Source: an optimization exercise on an open RTL-to-GDS flow (aim: small area). Production flows keep margins and buffers that such runs may drop.
The RTL was checked by simulation tests, not by an equivalence proof against the original design.
Power is estimated from default activity; no workload was simulated.

[flow/flow/run.sh]
#!/bin/bash
# Standard ORFS layout with three changes:
#  - synthesis maps the logic with an area-oriented ABC script (abc_area.script);
#    everything else in synthesis (registers, flattening, renaming) is the standard flow's own
#  - every port gets the smallest buffer (buf_1)
#  - clock tree synthesis adds no dummy loads (same arguments as ORFS's cts.tcl
#    builds from config.mk, plus -dont_use_dummy_load)
set -euo pipefail
here=$(pwd)
sed 's|^source \$::env(SCRIPTS_DIR)/synth_preamble.tcl|&\nset abc_args [lreplace $abc_args 1 1 '"$here"'/flow/abc_area.script]|' \
    "$FLOW_HOME/scripts/synth.tcl" > my_synth.tcl
sed "s|source \$::env(SCRIPTS_DIR)/synth.tcl|source $here/my_synth.tcl|" synth_recipe.tcl > my_synth_recipe.tcl
sed "s|SYNTH_SCRIPT=[^ ]*|SYNTH_SCRIPT=$here/my_synth_recipe.tcl|" standard.sh > my_standard.sh
export BUFFER_PORTS_ARGS="-buffer_cell sky130_fd_sc_hd__buf_1"
export CTS_ARGS="-sink_clustering_enable -repair_clock_nets -sink_clustering_size 20 -sink_clustering_max_diameter 50 -buf_list sky130_fd_sc_hd__clkbuf_16 -dont_use_dummy_load"
bash my_standard.sh > standard.log 2>&1
[flow/flow/abc_area.script]
&get -n
&st
&dch -x
&nf -R 1000 -p -F 10 -C 32 -E 50
&put
topo
[flow/standard.sh]
#!/bin/bash
# synth_recipe.tcl (not shown) runs the flow's synth.tcl, then flattens the netlist and writes it again
# the make line also repeats each setting of config.mk as NAME=value (left out here)
make -C /OpenROAD-flow-scripts/flow DESIGN_CONFIG=/design/flow/config.mk WORK_HOME=/design/flow/orfs CLKGATE_MAP_FILE= SYNTH_SCRIPT=/design/flow/synth_recipe.tcl "${@:-finish}"
[flow/config.mk]
export PLATFORM = sky130hd
export DESIGN_NAME = audio_sequencer_timing_fsm
export DESIGN_NICKNAME = audio_sequencer_timing_fsm
export VERILOG_FILES = /design/flow/design.v
export SDC_FILE = /design/flow/constraint.sdc
export NUM_CORES = 4
export LEC_CHECK = 0
export CAP_MARGIN = 0
export CORE_MARGIN = 2
export CORE_UTILIZATION = 70
export CTS_BUF_LIST = sky130_fd_sc_hd__clkbuf_8
export CTS_CLUSTER_DIAMETER = 30
export CTS_CLUSTER_SIZE = 10
export PLACE_DENSITY = 0.85
export SLEW_MARGIN = 0
[flow/constraint.sdc]
create_clock -name core_clock -period 14.0 [get_ports {clk}]
set_input_delay 2.8000 -clock core_clock [delete_from_list [all_inputs] [get_ports {clk}]]
set_output_delay 2.8000 -clock core_clock [all_outputs]
set_load 0.01 [all_outputs]
[flow/design.v]
module timing_fsm (
    input  wire        clk,
    input  wire        rst,
    input  wire        advance,
    input  wire [11:0] spt_i,
    input  wire [4:0]  loop_bars_i,
    output reg  [3:0]  bar,
    output reg  [6:0]  tick,
    output wire        tick_start
);
    reg [11:0] cnt;
    assign tick_start = (cnt[11:1] == 11'd0);
    wire load     = advance & tick_start;     
    wire tick_end = load & (tick == 7'd71);   
    wire [12:0] bw;
    wire [11:0] cnt_dec;
    assign bw[0] = advance & ~tick_start;
    genvar i;
    generate
        for (i = 0; i < 12; i = i + 1) begin : g_dec
            assign cnt_dec[i] = cnt[i] ^ bw[i];
            assign bw[i+1]    = ~cnt[i] & bw[i];
        end
    endgenerate
    wire [6:0] tick_inc;
    wire [3:0] bar_inc;
    rinc #(.W(7)) u_tick (.a(tick), .ci(load),     .s(tick_inc));
    rinc #(.W(4)) u_bar  (.a(bar),  .ci(tick_end), .s(bar_inc));
    wire bar_end = tick_end & ({1'b0, bar_inc} == loop_bars_i);
    always @(posedge clk) begin
        if (rst) begin
            bar  <= 4'd0;
            tick <= 7'd0;
            cnt  <= 12'd0;
        end else begin
            cnt  <= load ? spt_i : cnt_dec;
            tick <= tick_inc & {7{~tick_end}};
            bar  <= bar_inc & {4{~bar_end}};
        end
    end
endmodule
module ring_ctrl (
    input  wire       clk,
    input  wire       rst,
    input  wire       start_i,
    input  wire       complete_i,
    input  wire       frame_done,      
    output wire       may_fill,        
    output reg  [1:0] filling,
    output reg  [4:0] frame_idx,
    output reg        stream_start_o,
    output wire [1:0] stream_slot_o
);
    reg       prefill;
    reg       started;
    reg [1:0] playing;
    assign stream_slot_o = playing;
    wire [1:0] playing_inc;
    rinc #(.W(2)) u_pinc (.a(playing), .ci(started & complete_i), .s(playing_inc));
    wire [6:0] wc_inc;
    rinc #(.W(7)) u_inc (.a({filling, frame_idx}), .ci(frame_done), .s(wc_inc));
    assign may_fill = prefill || (frame_idx != 5'd0) ||
                      (started && filling != playing);
    always @(posedge clk) begin
        if (rst) begin
            frame_idx <= 5'd0;
            filling   <= 2'd0;
            prefill   <= 1'b1;
        end else begin
            {filling, frame_idx} <= wc_inc;
            if (frame_done && {filling, frame_idx} == 7'd127)
                prefill <= 1'b0;
        end
    end
    always @(posedge clk) begin
        if (rst) begin
            playing        <= 2'd0;
            started        <= 1'b0;
            stream_start_o <= 1'b0;
        end else begin
            stream_start_o <= started ? complete_i : (start_i & ~prefill);
            started        <= started | (start_i & ~prefill);
            playing        <= playing_inc;
        end
    end
endmodule
module voice_bank (
    input  wire        clk,
    input  wire        clr,
    input  wire        trig_en,
    input  wire [7:0]  trig_sym,
    input  wire        step,
    input  wire [11:0] len_h,
    output wire [11:0] pos_h,
    output wire [3:0]  lvl_h
);
    reg [11:0] pos [0:5];
    reg [3:0]  lvl [0:5];
    wire hit = trig_en && (trig_sym[7:4] == 4'h3) && (trig_sym[3:0] != 4'h0) &&
               (~trig_sym[3] | ~(trig_sym[2] | trig_sym[1]));
    wire        playing = (pos[0] != 12'd0);
    wire [11:0] pos_inc;
    rinc #(.W(12)) u_inc (.a(pos[0]), .ci(step & playing), .s(pos_inc));
    wire        at_end  = step & (pos_inc == len_h);
    wire [11:0] pos_next = pos_inc & {12{~at_end}};
    integer i;
    always @(posedge clk) begin
        pos[0] <= (pos[5] & {12{~(hit | clr)}}) | {11'd0, hit};
        lvl[0] <= (lvl[5] & {4{~(hit | clr)}}) | (trig_sym[3:0] & {4{hit}}) |
                  {3'd0, clr & ~hit};
        pos[1] <= pos_next;
        lvl[1] <= lvl[0];
        for (i = 2; i < 6; i = i + 1) begin
            pos[i] <= pos[i-1];
            lvl[i] <= lvl[i-1];
        end
    end
    assign pos_h = pos[0];
    assign lvl_h = lvl[0];
endmodule
module emphasis_gain_multiplier (
    input  wire       clk,
    input  wire [3:0] level,
    input  wire [7:0] volume,
    input  wire [5:0] pan,
    input  wire [2:0] k,
    output reg  [2:0] dig_l,
    output reg  [2:0] dig_r
);
    wire [4:0] e3 = (level == 4'd2) ? 5'd3  :
                    (level == 4'd3) ? 5'd6  :
                    (level == 4'd4) ? 5'd9  :
                    (level == 4'd5) ? 5'd12 :
                    (level == 4'd6) ? 5'd15 :
                    (level == 4'd7) ? 5'd18 :
                    (level == 4'd8) ? 5'd21 :
                    (level == 4'd9) ? 5'd24 : 5'd0;
    wire [6:0] emph = {e3, 2'b00};
    wire [8:0] gain;
    rca #(.W(8)) u_gain (.a(volume), .b({1'b0, emph}), .ci(1'b0),
                         .s(gain[7:0]), .co(gain[8]));
    wire [8:0] pp0 = gain & {9{pan[0]}};
    wire [8:0] pp1 = gain & {9{pan[1]}};
    wire [8:0] pp2 = gain & {9{pan[2]}};
    wire [8:0] pp3 = gain & {9{pan[3]}};
    wire [8:0] pp4 = gain & {9{pan[4]}};
    wire [9:0] t1, t2, t3, t4;
    rca #(.W(9)) u_m1 (.a({1'b0, pp0[8:1]}), .b(pp1), .ci(1'b0), .s(t1[8:0]), .co(t1[9]));
    rca #(.W(9)) u_m2 (.a(t1[9:1]),          .b(pp2), .ci(1'b0), .s(t2[8:0]), .co(t2[9]));
    rca #(.W(9)) u_m3 (.a(t2[9:1]),          .b(pp3), .ci(1'b0), .s(t3[8:0]), .co(t3[9]));
    rca #(.W(9)) u_m4 (.a(t3[9:1]),          .b(pp4), .ci(1'b0), .s(t4[8:0]), .co(t4[9]));
    wire [13:0] c_l = {t4[9:1] | (gain & {9{pan[5]}}), t4[0], t3[0], t2[0], t1[0], pp0[0]};
    wire [5:0]  bw;           
    wire [13:0] c_r;
    assign bw[0] = 1'b0;
    genvar i;
    generate
        for (i = 0; i < 5; i = i + 1) begin : g_neg
            assign c_r[i]  = c_l[i] ^ bw[i];
            assign bw[i+1] = c_l[i] | bw[i];
        end
    endgenerate
    rca #(.W(9)) u_sub (.a(gain), .b(~c_l[13:5]), .ci(~bw[5]), .s(c_r[13:5]), .co());
    wire [16:0] x_l = {2'b00, c_l, 1'b0};
    wire [16:0] x_r = {2'b00, c_r, 1'b0};
    reg [2:0] sel_l, sel_r;
    always @(*) begin
        case (k)
            3'd0: begin sel_l = x_l[2:0];   sel_r = x_r[2:0];   end
            3'd1: begin sel_l = x_l[4:2];   sel_r = x_r[4:2];   end
            3'd2: begin sel_l = x_l[6:4];   sel_r = x_r[6:4];   end
            3'd3: begin sel_l = x_l[8:6];   sel_r = x_r[8:6];   end
            3'd4: begin sel_l = x_l[10:8];  sel_r = x_r[10:8];  end
            3'd5: begin sel_l = x_l[12:10]; sel_r = x_r[12:10]; end
            3'd6: begin sel_l = x_l[14:12]; sel_r = x_r[14:12]; end
            default: begin sel_l = x_l[16:14]; sel_r = x_r[16:14]; end
        endcase
    end
    always @(posedge clk) begin
        dig_l <= sel_l;
        dig_r <= sel_r;
    end
endmodule
module mixer_acc (
    input  wire        clk,
    input  wire        first,     
    input  wire        clear,     
    input  wire [2:0]  dig,       
    input  wire [15:0] s,
    output wire [15:0] word
);
    reg [19:0] acc;
    wire one = dig[1] ^ dig[0];
    wire two = (dig[2] & ~dig[1] & ~dig[0]) | (~dig[2] & dig[1] & dig[0]);
    wire neg = dig[2];
    wire [16:0] sx = {s[15], s};
    wire [16:0] s2 = {s, 1'b0};
    wire [16:0] y  = ({17{one}} & sx) | ({17{two}} & s2);
    wire [19:0] yx = {{3{y[16]}}, y} ^ {20{neg}};
    wire [19:0] sh = {{2{acc[19]}}, acc[19:2]};
    wire [19:0] base = ({20{~first}} & acc) | ({20{first & ~clear}} & sh);
    wire [19:0] sum;
    rca #(.W(20)) u_add (.a(base), .b(yx), .ci(neg), .s(sum), .co());
    always @(posedge clk)
        acc <= sum;
    assign word = acc[16:1];
endmodule
module rca #(parameter W = 8) (
    input  wire [W-1:0] a,
    input  wire [W-1:0] b,
    input  wire         ci,
    output wire [W-1:0] s,
    output wire         co
);
    wire [W:0] c;
    assign c[0] = ci;
    genvar i;
    generate
        for (i = 0; i < W; i = i + 1) begin : g
            assign s[i]   = a[i] ^ b[i] ^ c[i];
            assign c[i+1] = (a[i] & b[i]) | (c[i] & (a[i] ^ b[i]));
        end
    endgenerate
    assign co = c[W];
endmodule
module rinc #(parameter W = 8) (
    input  wire [W-1:0] a,
    input  wire         ci,
    output wire [W-1:0] s
);
    wire [W:0] c;
    assign c[0] = ci;
    genvar i;
    generate
        for (i = 0; i < W; i = i + 1) begin : g
            assign s[i]   = a[i] ^ c[i];
            assign c[i+1] = a[i] & c[i];
        end
    endgenerate
endmodule
module audio_sequencer_timing_fsm (
    input  wire        clk,
    input  wire        rst,             
    input  wire [11:0] spt_i,
    input  wire [4:0]  loop_bars_i,
    input  wire [35:0] pan_i,
    input  wire [47:0] vol_i,
    input  wire [17:0] smp_i,
    input  wire [95:0] len_i,
    input  wire        start_i,
    input  wire        complete_i,
    output wire        stream_start_o,
    output wire [1:0]  stream_slot_o,
    output wire        ring_we_o,
    output wire [1:0]  ring_slot_o,
    output wire [4:0]  ring_frame_o,
    output wire [31:0] ring_wdata_o,
    output wire        song_re_o,
    output wire [3:0]  song_b_o,
    input  wire [2:0]  song_d_i,
    output wire        pat_re_o,
    output wire [2:0]  pat_p_o,
    output wire [2:0]  pat_v_o,
    output wire [6:0]  pat_t_o,
    input  wire [7:0]  pat_d_i,
    output wire        samp_re_o,
    output wire [2:0]  samp_k_o,
    output wire [11:0] samp_i_o,
    input  wire [15:0] samp_d_i
);
    localparam [3:0] R_WRITE = 4'd8,
                     R_WAIT  = 4'd9,
                     R_BOOT  = 4'd11;    
    reg  [5:0] hv;        
    reg  [3:0] rc;        
    wire h5      = hv[5];
    wire idle    = rc[3];
    wire boot    = rc[3] & rc[1];
    wire may_fill;
    wire [3:0] rc_inc;
    rinc #(.W(4)) u_rinc (.a(rc), .ci(1'b1), .s(rc_inc));
    always @(posedge clk) begin
        if (rst) begin
            hv   <= 6'b000001;
            rc   <= R_BOOT;
        end else begin
            hv <= {hv[4:0], hv[5]};
            if (h5) begin
                if (idle)
                    rc <= may_fill ? 4'd0 : R_WAIT;
                else
                    rc <= rc_inc;
            end
        end
    end
    wire rc0     = (rc == 4'd0);
    wire wr      = rc[3] & ~rc[1] & ~rc[0] & hv[1];
    wire advance = rc0 && h5;
    ring_ctrl u_ring (
        .clk            (clk),
        .rst            (rst),
        .start_i        (start_i),
        .complete_i     (complete_i),
        .frame_done     (wr),
        .may_fill       (may_fill),
        .filling        (ring_slot_o),
        .frame_idx      (ring_frame_o),
        .stream_start_o (stream_start_o),
        .stream_slot_o  (stream_slot_o)
    );
    assign ring_we_o = wr;
    wire [3:0] bar;
    wire [6:0] tick;
    wire       tick_start;
    timing_fsm u_timing (
        .clk         (clk),
        .rst         (rst),
        .advance     (advance),
        .spt_i       (spt_i),
        .loop_bars_i (loop_bars_i),
        .bar         (bar),
        .tick        (tick),
        .tick_start  (tick_start)
    );
    assign song_re_o = 1'b1;
    assign song_b_o  = bar;
    assign pat_re_o  = 1'b1;
    assign pat_p_o   = song_d_i;
    assign pat_t_o   = tick;
    assign pat_v_o   = {hv[2] | hv[3], hv[0] | hv[1], hv[1] | hv[3] | hv[5]};
    wire trig_en = tick_start & ((rc0 & ~h5) | (h5 & idle & may_fill));
    reg  [2:0]  k_h;
    reg  [7:0]  vol_h;
    reg  [5:0]  pan_h;
    integer v;
    always @(*) begin
        k_h   = 3'd0;
        vol_h = 8'd0;
        pan_h = 6'd0;
        for (v = 0; v < 6; v = v + 1) begin
            k_h   = k_h   | (smp_i[3*v +: 3] & {3{hv[v]}});
            vol_h = vol_h | (vol_i[8*v +: 8] & {8{hv[v]}});
            pan_h = pan_h | (pan_i[6*v +: 6] & {6{hv[v]}});
        end
    end
    reg  [11:0] len_h;
    integer t;
    always @(*) begin
        len_h = 12'd0;
        for (t = 0; t < 8; t = t + 1)
            len_h = len_h | (len_i[12*t +: 12] & {12{k_h == t}});
    end
    wire [11:0] pos_h;
    wire [3:0]  lvl_h;
    voice_bank u_voices (
        .clk      (clk),
        .clr      (boot),
        .trig_en  (trig_en),
        .trig_sym (pat_d_i),
        .step     (rc == 4'd7),
        .len_h    (len_h),
        .pos_h    (pos_h),
        .lvl_h    (lvl_h)
    );
    assign samp_re_o = ~boot;
    assign samp_k_o  = k_h;
    assign samp_i_o  = pos_h;
    wire [2:0] dig_l, dig_r;
    emphasis_gain_multiplier u_gain (
        .clk    (clk),
        .level  (lvl_h),
        .volume (vol_h),
        .pan    (pan_h),
        .k      (rc[2:0]),
        .dig_l  (dig_l),
        .dig_r  (dig_r)
    );
    wire first  = hv[1];      
    wire [15:0] word_l, word_r;
    mixer_acc u_mix_l (
        .clk   (clk),
        .first (first),
        .clear (rc0),
        .dig   (dig_l),
        .s     (samp_d_i),
        .word  (word_l)
    );
    mixer_acc u_mix_r (
        .clk   (clk),
        .first (first),
        .clear (rc0),
        .dig   (dig_r),
        .s     (samp_d_i),
        .word  (word_r)
    );
    assign ring_wdata_o = {word_l, word_r};
endmodule
==> results of run 1 <==
## layout by cell type (no fill, tap or decap), types with 5 or more instances in the layout
cell	instances
nor2b_1	17
o21ai_0	22
a211oi_1	13
a21oi_1	23
and2_0	59
a221oi_1	17
ha_1	55
clkbuf_16	17
xor2_1	25
fa_1	79
nand3_1	15
nor2_1	37
a22o_1	35
nand2_1	100
xnor2_1	40
clkinv_1	50
a22oi_1	34
buf_1	315
dfxtp_1	187
o22ai_1	5
nor4_1	11
nand4_1	19
buf_4	9
a222oi_1	43
## metal layers
layer / vias to the layer above / GRT usage, % / routed length (µm) / share of wire (%)
met5: - / 0 / 0 / 0
met4: 0 / 19.0 / 1310 / 4.9
met3: 98 / 8.97 / 2140 / 8.0
met2: 496 / 64.4 / 13700 / 51
met1: 4076 / 40.2 / 9670 / 36
li1: 4026 / - / - / -
## sequential cells by signal, summed over array words and instances, names as in the netlist
signal	count
u_ring.filling	2
u_ring.frame_idx	5
u_mix_l.acc	20
u_voices.lvl	24
u_voices.pos	72
u_ring.stream_start_o	1
u_ring.playing	2
u_gain.dig_l	3
u_ring.started	1
u_timing.tick	7
u_ring.prefill	1
rc	4
hv	6
u_gain.dig_r	3
u_timing.bar	4
u_mix_r.acc	20
u_timing.cnt	12
## final cells by class
class                           count  area [µm²]  area share (%)
Antenna cell                        1        2.50          0.0215
Clock buffer                       17         425            3.65
Inverter                           50         188            1.61
Multi-Input combinational cell    684        5830            50.0
Sequential cell                   187        3740            32.1
Tap cell                          180         225            1.93
Timing Repair Buffer              324        1250            10.7
## power breakdown
group | leakage (µW) | total [µW] | switching [µW] | internal [µW]
Clock | 0.000209 | 386 | 175 | 211
Combinational | 0.00279 | 1030 | 555 | 472
Sequential | 0.00152 | 718 | 79.5 | 638
## worst max path at each step
stage,startpoint,endpoint,slack [ns],depth (start not counted)
final,pan_i[30],u_gain.dig_r[1],2.46,28
after detailed placement,pan_i[24],u_gain.dig_r[1],2.08,28
after global routing,pan_i[30],u_gain.dig_r[1],2.01,28
after global placement,pan_i[24],u_gain.dig_r[1],2.37,28
after floorplan,vol_i[42],u_gain.dig_r[1],2.72,25
after CTS,pan_i[30],u_gain.dig_r[1],2.52,28
## stage by stage
stage,utilization (%),instances,cell area (µm²),worst slack [ns]
CTS,83.7,1442,11700,2.52
finish,83.7,1443,11700,2.46
global placement,80.6,1425,11200,2.37
global route,83.7,1442,11700,2.01
detailed placement,80.6,1425,11200,2.08
floorplan,-,958,10000,2.72
## logic make-up after synthesis
family | after synthesis
XOR/XNOR | 65
AND/OR/NAND/NOR | 275
buffers and inverters | 87
AO/OA/AOI/OAI | 208
flip-flops | 187
other | 1
adder cells (fa/ha/maj) | 134
==> metrics.md, run 1 <==
| Metric | Value |
|---|---|
| Initial antenna violation count | `0` |
| Hold Crit Class | `reg -> reg` |
| Most frequent CP cell | `fa_1` |
| Main synth FF type | `dfxtp_1` |
| Max Fclk | `just under 90 MHz` |
| Root Driver | `clkbuf_16` |
| Final Hold Fails | `0` |
| Startpoint class of the critical path | `input pin` |
| Largest family of logic cells by synthesized area | `adder cells` |
| Slew Viols, Final | `0` |
| Die area | `15,300 µm²` |
| Hold_buf cts | `0` |
| FF-to-FF End | `u_gain.dig_r[1]` |
| Port Buffer Count | `about 320` |
| Die Span Y | `124 µm` |
| R2R Path Start | `hv[5]` |
| Synth top area cells | `dfxtp_1 (37%), fa_1 (16%), ha_1 (6.9%)` |
| CP Data Required Time | `around 14 ns` |
| Gr usage total | `between 30 and 40%` |
| RSZ-0062 raised after global routing | `no` |
| Fraction of layout instances using a drive strength above 1 | `approximately 2.1%` |
| R2R depth | `28` |
| Worst-path fanout max | `7` |
| Worst path buffer plus inverter count | `4` |
| Fillers | `~850` |
| Post-CTS Setup Inserts | `0` |
| Max rail drop VDD | `0.149 mV` |
| Post-CTS Resized | `0` |
| Post-synth EDFFs | `0` |
| Status | `finished clean` |
| Arrival time at the worst endpoint | `about 12 ns` |
| Yosys reg bits | `~190` |
| Setup TNS | `0 ns` |
| DRT Pass-1 Iters | `10` |
| Starting DRT DRC Count | `just under 800` |
| Adder-Cell Fraction of Synth Area | `between 20% and 30%` |
| Initial core utilization | `72.0%` |
| Max-cap violations | `0` |
| Period utilization | `82.5%` |
| Yosys Warn Count | `10` |
| CTS Buffer Depth | `2` |
| CTS tree | `done` |
| CTS Sinks | `around 190` |
| Final min period | `approximately 12 ns` |
| WL final | `26.8 mm` |
| Post-synth top area share | `between 30 and 40%` |
| Hold endpoint | `u_voices.lvl[5][1]` |
| WHS | `about 0.32 ns` |
| Setup Skew | `between 0.02 and 0.025 ns` |
| Total vias in the final route | `slightly below 9,000` |
| Synthesized area | `between 10,000 and 15,000 µm²` |
| Via density | `6.03` |
| FP Rows | `between 40 and 50` |
| DRC viols | `0` |
| Post-synthesis mux area share | `0%` |
| Vias in the first global route | `8,951` |
| Register area share after synthesis | `a little under two fifths` |
| Die Width | `between 100 and 150 µm` |
| P per Cell Area | `between 150 and 200 nW/µm²` |
| Leakage power | `between 0.004 and 0.005 µW` |
| Io pins | `approximately 320` |
| Total power | `2130 µW` |
| # setup viols final | `0` |
| RD Place Congestion | `about 0.95` |
| Clock transition at path regs | `~0.05 ns` |
| Routed len/inst | `18.6 µm` |
| Core ar. | `~14,000 µm²` |
| Critical Path Max Stage Delay | `about 0.58 ns` |
| Clk latency of the worst-skew pair | `~0.44 ns` |
| Hold_sp | `u_voices.lvl[4][1]` |
| Antenna Nets Post-Route | `0` |
| Syn Area/Cell | `10.5 µm²` |
| Final #Nets | `~1,600` |
| H-tree depth | `4` |
| Crit Path Class | `in -> reg` |
| Top delay family on crit path | `adder cells` |
| Synth Area in Simple Gates | `a little over an eighth` |
| Post-synth top cells | `dfxtp_1 (187), nand2_1 (100), fa_1 (79)` |
| Yosys cell types | `37` |
| Mapped Cells | `roughly 960` |
| Largest net degree at the start of global routing | `38` |
| Slew headroom | `between 20 and 30%` |
| Dpl hpwl | `around 21 mm` |
| FF-to-FF setup slack | `approximately 4.3 ns` |
| Worst Tran Pin Value | `approximately 1.1 ns` |
| Post-synthesis xor/xnor area fraction | `around 5.7%` |
| Synth Area in Compound Gates | `16.1%` |
| Slowest cell on the critical path | `fa_1` |
| P&R area growth vs syn | `16.3%` |
| Worst hold path depth | `0` |
| Asr flop ratio synth | `0%` |
| CTS buffer count | `17` |
| CP Capture Type | `register` |
| Top-count cell post-synth | `dfxtp_1` |
| First-pass GRT wire length | `between 40 and 50 mm` |
| Gr ovfl total | `0` |
| Largest area contributor in the netlist | `dfxtp_1` |
==> run 2: changes to the inputs <==
--- a/flow/design.v
+++ b/flow/design.v
@@ -139,28 +139,31 @@
     wire [8:0] gain;
     rca #(.W(8)) u_gain (.a(volume), .b({1'b0, emph}), .ci(1'b0),
                          .s(gain[7:0]), .co(gain[8]));
-    wire [8:0] pp0 = gain & {9{pan[0]}};
-    wire [8:0] pp1 = gain & {9{pan[1]}};
-    wire [8:0] pp2 = gain & {9{pan[2]}};
-    wire [8:0] pp3 = gain & {9{pan[3]}};
-    wire [8:0] pp4 = gain & {9{pan[4]}};
-    wire [9:0] t1, t2, t3, t4;
+    wire       swap = pan[5] | (pan[4] & (pan[3:0] != 4'd0));
+    wire [4:0] m;      
+    rinc #(.W(5)) u_neg (.a(pan[4:0] ^ {5{swap}}), .ci(swap), .s(m));
+    wire [8:0] pp0 = gain & {9{m[0]}};
+    wire [8:0] pp1 = gain & {9{m[1]}};
+    wire [8:0] pp2 = gain & {9{m[2]}};
+    wire [8:0] pp3 = gain & {9{m[3]}};
+    wire [9:0] t1, t2, t3;
     rca #(.W(9)) u_m1 (.a({1'b0, pp0[8:1]}), .b(pp1), .ci(1'b0), .s(t1[8:0]), .co(t1[9]));
     rca #(.W(9)) u_m2 (.a(t1[9:1]),          .b(pp2), .ci(1'b0), .s(t2[8:0]), .co(t2[9]));
     rca #(.W(9)) u_m3 (.a(t2[9:1]),          .b(pp3), .ci(1'b0), .s(t3[8:0]), .co(t3[9]));
-    rca #(.W(9)) u_m4 (.a(t3[9:1]),          .b(pp4), .ci(1'b0), .s(t4[8:0]), .co(t4[9]));
-    wire [13:0] c_l = {t4[9:1] | (gain & {9{pan[5]}}), t4[0], t3[0], t2[0], t1[0], pp0[0]};
+    wire [13:0] c_s = {1'b0, t3[9:1] | (gain & {9{m[4]}}), t3[0], t2[0], t1[0], pp0[0]};
     wire [5:0]  bw;           
-    wire [13:0] c_r;
+    wire [13:0] c_b;
     assign bw[0] = 1'b0;
     genvar i;
     generate
         for (i = 0; i < 5; i = i + 1) begin : g_neg
-            assign c_r[i]  = c_l[i] ^ bw[i];
-            assign bw[i+1] = c_l[i] | bw[i];
+            assign c_b[i]  = c_s[i] ^ bw[i];
+            assign bw[i+1] = c_s[i] | bw[i];
         end
     endgenerate
-    rca #(.W(9)) u_sub (.a(gain), .b(~c_l[13:5]), .ci(~bw[5]), .s(c_r[13:5]), .co());
+    rca #(.W(9)) u_sub (.a(gain), .b(~c_s[13:5]), .ci(~bw[5]), .s(c_b[13:5]), .co());
+    wire [13:0] c_l = c_s;
+    wire [13:0] c_r = c_b;
     wire [16:0] x_l = {2'b00, c_l, 1'b0};
     wire [16:0] x_r = {2'b00, c_r, 1'b0};
     reg [2:0] sel_l, sel_r;
@@ -177,8 +180,8 @@
         endcase
     end
     always @(posedge clk) begin
-        dig_l <= sel_l;
-        dig_r <= sel_r;
+        dig_l <= swap ? sel_r : sel_l;
+        dig_r <= swap ? sel_l : sel_r;
     end
 endmodule
 module mixer_acc (
--- a/flow/flow/run.sh
+++ b/flow/flow/run.sh
@@ -12,5 +12,5 @@
 sed "s|source \$::env(SCRIPTS_DIR)/synth.tcl|source $here/my_synth.tcl|" synth_recipe.tcl > my_synth_recipe.tcl
 sed "s|SYNTH_SCRIPT=[^ ]*|SYNTH_SCRIPT=$here/my_synth_recipe.tcl|" standard.sh > my_standard.sh
 export BUFFER_PORTS_ARGS="-buffer_cell sky130_fd_sc_hd__buf_1"
-export CTS_ARGS="-sink_clustering_enable -repair_clock_nets -sink_clustering_size 20 -sink_clustering_max_diameter 50 -buf_list sky130_fd_sc_hd__clkbuf_16 -dont_use_dummy_load"
+export CTS_ARGS="-sink_clustering_enable -repair_clock_nets -sink_clustering_size 10 -sink_clustering_max_diameter 30 -buf_list sky130_fd_sc_hd__clkbuf_8 -dont_use_dummy_load"
 bash my_standard.sh > standard.log 2>&1
==> run 2 against run 1 <==
  * Clock skew rose by 0.024 ns
  * Wire length fell by 2.6%
  * Highest routed layer unchanged
  * Design area fell by 2.1%
  * Global-route usage fell by 1.4 points
  * Still clean
  * First-iteration DRC count rose by 36%
  * Critical path type unchanged
  * Largest power group unchanged
  * Power rose by 0.40%
  * Critical endpoint is now u_gain.dig_r[2]
  * Sequential cell count did not move
  * Setup slack got worse by 1.2 ns
  * Combinational power rose by 13%
  * Non-clock buffer count rose by 3
==> metrics.md, run 2 <==
| Metric | Value |
|---|---|
| Largest regs | `u_voices.pos: 72 flops, u_voices.lvl: 24 flops` |
| R2R Path Start | `hv[1]` |
| Core ar. | `13,900 µm²` |
| Hold_buf cts | `0` |
| Critical Path Max Stage Delay | `0.63 ns` |
| First-pass GRT wire length | `40.6 mm` |
| WHS | `0.319 ns` |
| Clock transition at path regs | `about 0.090 ns` |
| Slowest cell on the critical path | `or4_1` |
| Antenna Nets Post-Route | `0` |
| Slew Viols, Final | `0` |
| Post-Place Setup Slack | `0.784 ns` |
| Synthesized area | `a little under 10,000 µm²` |
| Yosys Warn Count | `10` |
| RD Place Congestion | `0.939` |
| Hold Crit Class | `reg -> reg` |
| Max-cap violations | `0` |
| Yosys reg bits | `between 150 and 200` |
| Port Buffer Count | `between 300 and 400` |
| Register area share after synthesis | `a little under two fifths` |
| Max rail drop VDD | `0.106 mV` |
| Setup TNS | `0 ns` |
| Commonest non-fill, non-tap cells in the layout | `buf_1 (314), dfxtp_1 (187), nand2_1 (82), fa_1 (71), ha_1 (57)` |
| Worst-path fanout max | `11` |
| Critical Path Source | `pan_i[12]` |
| Period utilization | `91.1%` |
| Synth top area cells | `dfxtp_1 (38%), fa_1 (14%), ha_1 (7.2%)` |
| WL final | `roughly 26 mm` |
| Startpoint class of the critical path | `input pin` |
| CTS Sinks | `roughly 190` |
| Starting DRT DRC Count | `1,049` |
| Mapped Cells | `940` |
| Gr ovfl total | `0` |
| Yosys cell types | `43` |
| Largest area contributor in the netlist | `dfxtp_1` |
| Clk latency of the worst-skew pair | `roughly 0.46 ns` |
| FP Rows | `43` |
| Arrival time at the worst endpoint | `between 10 and 15 ns` |
| P per Cell Area | `187 nW/µm²` |
| Post-synth top cells | `dfxtp_1 (187), nand2_1 (82), fa_1 (71)` |
| CP Capture Type | `register` |
| Root Driver | `clkbuf_8` |
| CTS Buffer Depth | `2` |
| DRC viols | `0` |
| Die area | `roughly 15,000 µm²` |
| H-tree depth | `4` |
| Status | `finished clean` |
| CP Data Required Time | `14.30 ns` |
| Hold_sp | `u_voices.pos[4][5]` |
| Largest net degree at the start of global routing | `46` |
| Top-count cell post-synth | `dfxtp_1` |
| Fillers | `between 900 and 1,000` |
| RSZ-0062 raised after global routing | `no` |
| Largest register FFs | `slightly above 70` |
| # setup viols final | `0` |
| Via density | `approximately 6.1` |
| Final #Nets | `between 1,500 and 2,000` |
| # placed instances | `between 1,000 and 1,500` |
| Crit Path Class | `in -> reg` |
| Post-synth top area share | `between 30% and 40%` |
| CTS buffer count | `17` |
| Commonest non-fill, non-tap cell in the layout | `buf_1` |
| Slew headroom | `between 30% and 40%` |
| Leakage power | `approximately 0.0044 µW` |
| Max Fclk | `approximately 80 MHz` |
| Setup ws final | `roughly 1.2 ns` |
| Worst Tran Pin Value | `0.999 ns` |
| Setup Skew | `0.0454 ns` |
| Asr flop ratio synth | `0%` |
| Total vias in the final route | `a little under 9,000` |
| Final min period | `12.76 ns` |
| Post-CTS Setup Inserts | `0` |
| Top reg by flops | `u_voices.pos` |
| Io pins | `about 320` |
| Die Span Y | `approximately 120 µm` |
| Dpl hpwl | `between 20 and 25 mm` |
| Die Width | `roughly 120 µm` |
| Most frequent CP cell | `fa_1` |
| Main synth FF type | `dfxtp_1` |
| Routed len/inst | `18.3 µm` |
| Post-CTS Resized | `0` |
| Final Hold Fails | `0` |
| Syn Area/Cell | `about 11 µm²` |
| Initial core utilization | `71.7%` |
| Initial antenna violation count | `1` |
| Vias in the first global route | `8,633` |
| Gr usage total | `34.9%` |
| Final std cells w/o fill | `1,430` |
| Fraction of layout instances using a drive strength above 1 | `2.48%` |
| P&R area growth vs syn | `14.7%` |
| DRT Pass-1 Iters | `10` |
| CTS tree | `done` |
| Post-synth EDFFs | `0` |
==> run 2: changes by cell type after synthesis, sizes merged, moves of 7 or more <==
cell,change
nand4,-9
a22o,+7
xnor2,+15
and2,-30
nor3b,+10
xor2,-11
fa,-8
nand2,-18
nor2b,+16
==> run 2: final timing paths <==
check	end	slack, ns	cells past startpoint
setup / recovery	u_gain.dig_r[2]	1.24	32
hold / removal	u_voices.pos[5][5]	0.32	0
setup reg to reg	u_gain.dig_r[2]	2.90	32
hold reg to reg	u_voices.pos[5][5]	0.32	0
==> run 2: power breakdown <==
group | internal [µW] | total, µW | switching, µW
Clock | 107 | 261 | 154
Sequential | 639 | 715 | 75.5
Combinational | 535 | 1160 | 628
==> run 2: through the flow <==
step,total power [µW],instance area (µm²),utilization (%)
final,2140,11400,82.2
after global placement,1810,11200,80.5
after global routing,2340,11400,82.2
after CTS,2140,11400,82.2
after floorplan,1610,9950,-
after detailed placement,1880,11200,80.5
==> run 2: critical path: cells and delay by family <==
family	cells	cell delay (ns)
xor+xnor	2	0.31
buf+inv	5	0.63
fa+ha+maj	16	6.85
compound gates	5	1.15
simple gates	3	1.20
mux	1	0.13
==> run 2: layer usage <==
| metal | track usage, % | up-vias | routed length (µm) |
|---|---|---|---|
| li1 | - | 4007 | - |
| met1 | 39.0 | 4132 | 9690 |
| met3 | 6.69 | 106 | 1830 |
| met4 | 20.6 | 0 | 1470 |
| met5 | 0 | - | 0 |
| met2 | 61.5 | 437 | 13100 |
==> run 2: cells by family (layout without fill, tap and decap cells) <==
logic type	after synthesis	count (layout)	share of synthesized area, %
other cells	1	4	0.0377
flops	187	187	37.6
mux	7	7	0.755
compound gates	211	211	16.8
xor+xnor	69	69	6.07
simple gates	247	247	12.5
buf+inv	90	397	4.79
fa+ha+maj	128	128	21.5
==> run 2: cell type report <==
| cell class | count | area (µm²) | share of cell area, % |
|---|---|---|---|
| diodes | 2 | 5.00 | 0.0438 |
| multi-input cells | 664 | 5730 | 50.2 |
| flip-flops and latches | 187 | 3740 | 32.8 |
| repair buffers | 327 | 1270 | 11.2 |
| inverters | 53 | 199 | 1.74 |
| clock buffers | 17 | 234 | 2.05 |
| well taps | 180 | 225 | 1.97 |

[afterwards: timing with drivers on the ports]
The results above use ideal ports. As a check the final layouts listed here were re-extracted and re-timed, cells and wires unchanged. Step 1: set_driving_cell puts a clkbuf_16 on clk and a buf_2 on each other input, an assumption about the parent block. Step 2 moves the port delays by t, midway between the first and last clock arrival at a register: inputs arrive t later, outputs are due t later. That takes back most of the time a late clock gives input paths. Three values: ideal, step 1, step 2; two values: the first two.
run	t (ns)	setup slack, ns	clock arrival spread, ns	pins driven straight from the clock port
run 1	0.472	2.455 / 2.479 / 2.007	0.021 / 0.021	1
run 2	0.476	1.244 / 1.256 / 0.781	0.046 / 0.047	1
After both steps every run listed still meets setup and hold. For run 2, which loses most, drivers alone change the setup slack by +0.012 ns; drivers and shift together by -0.463 ns.
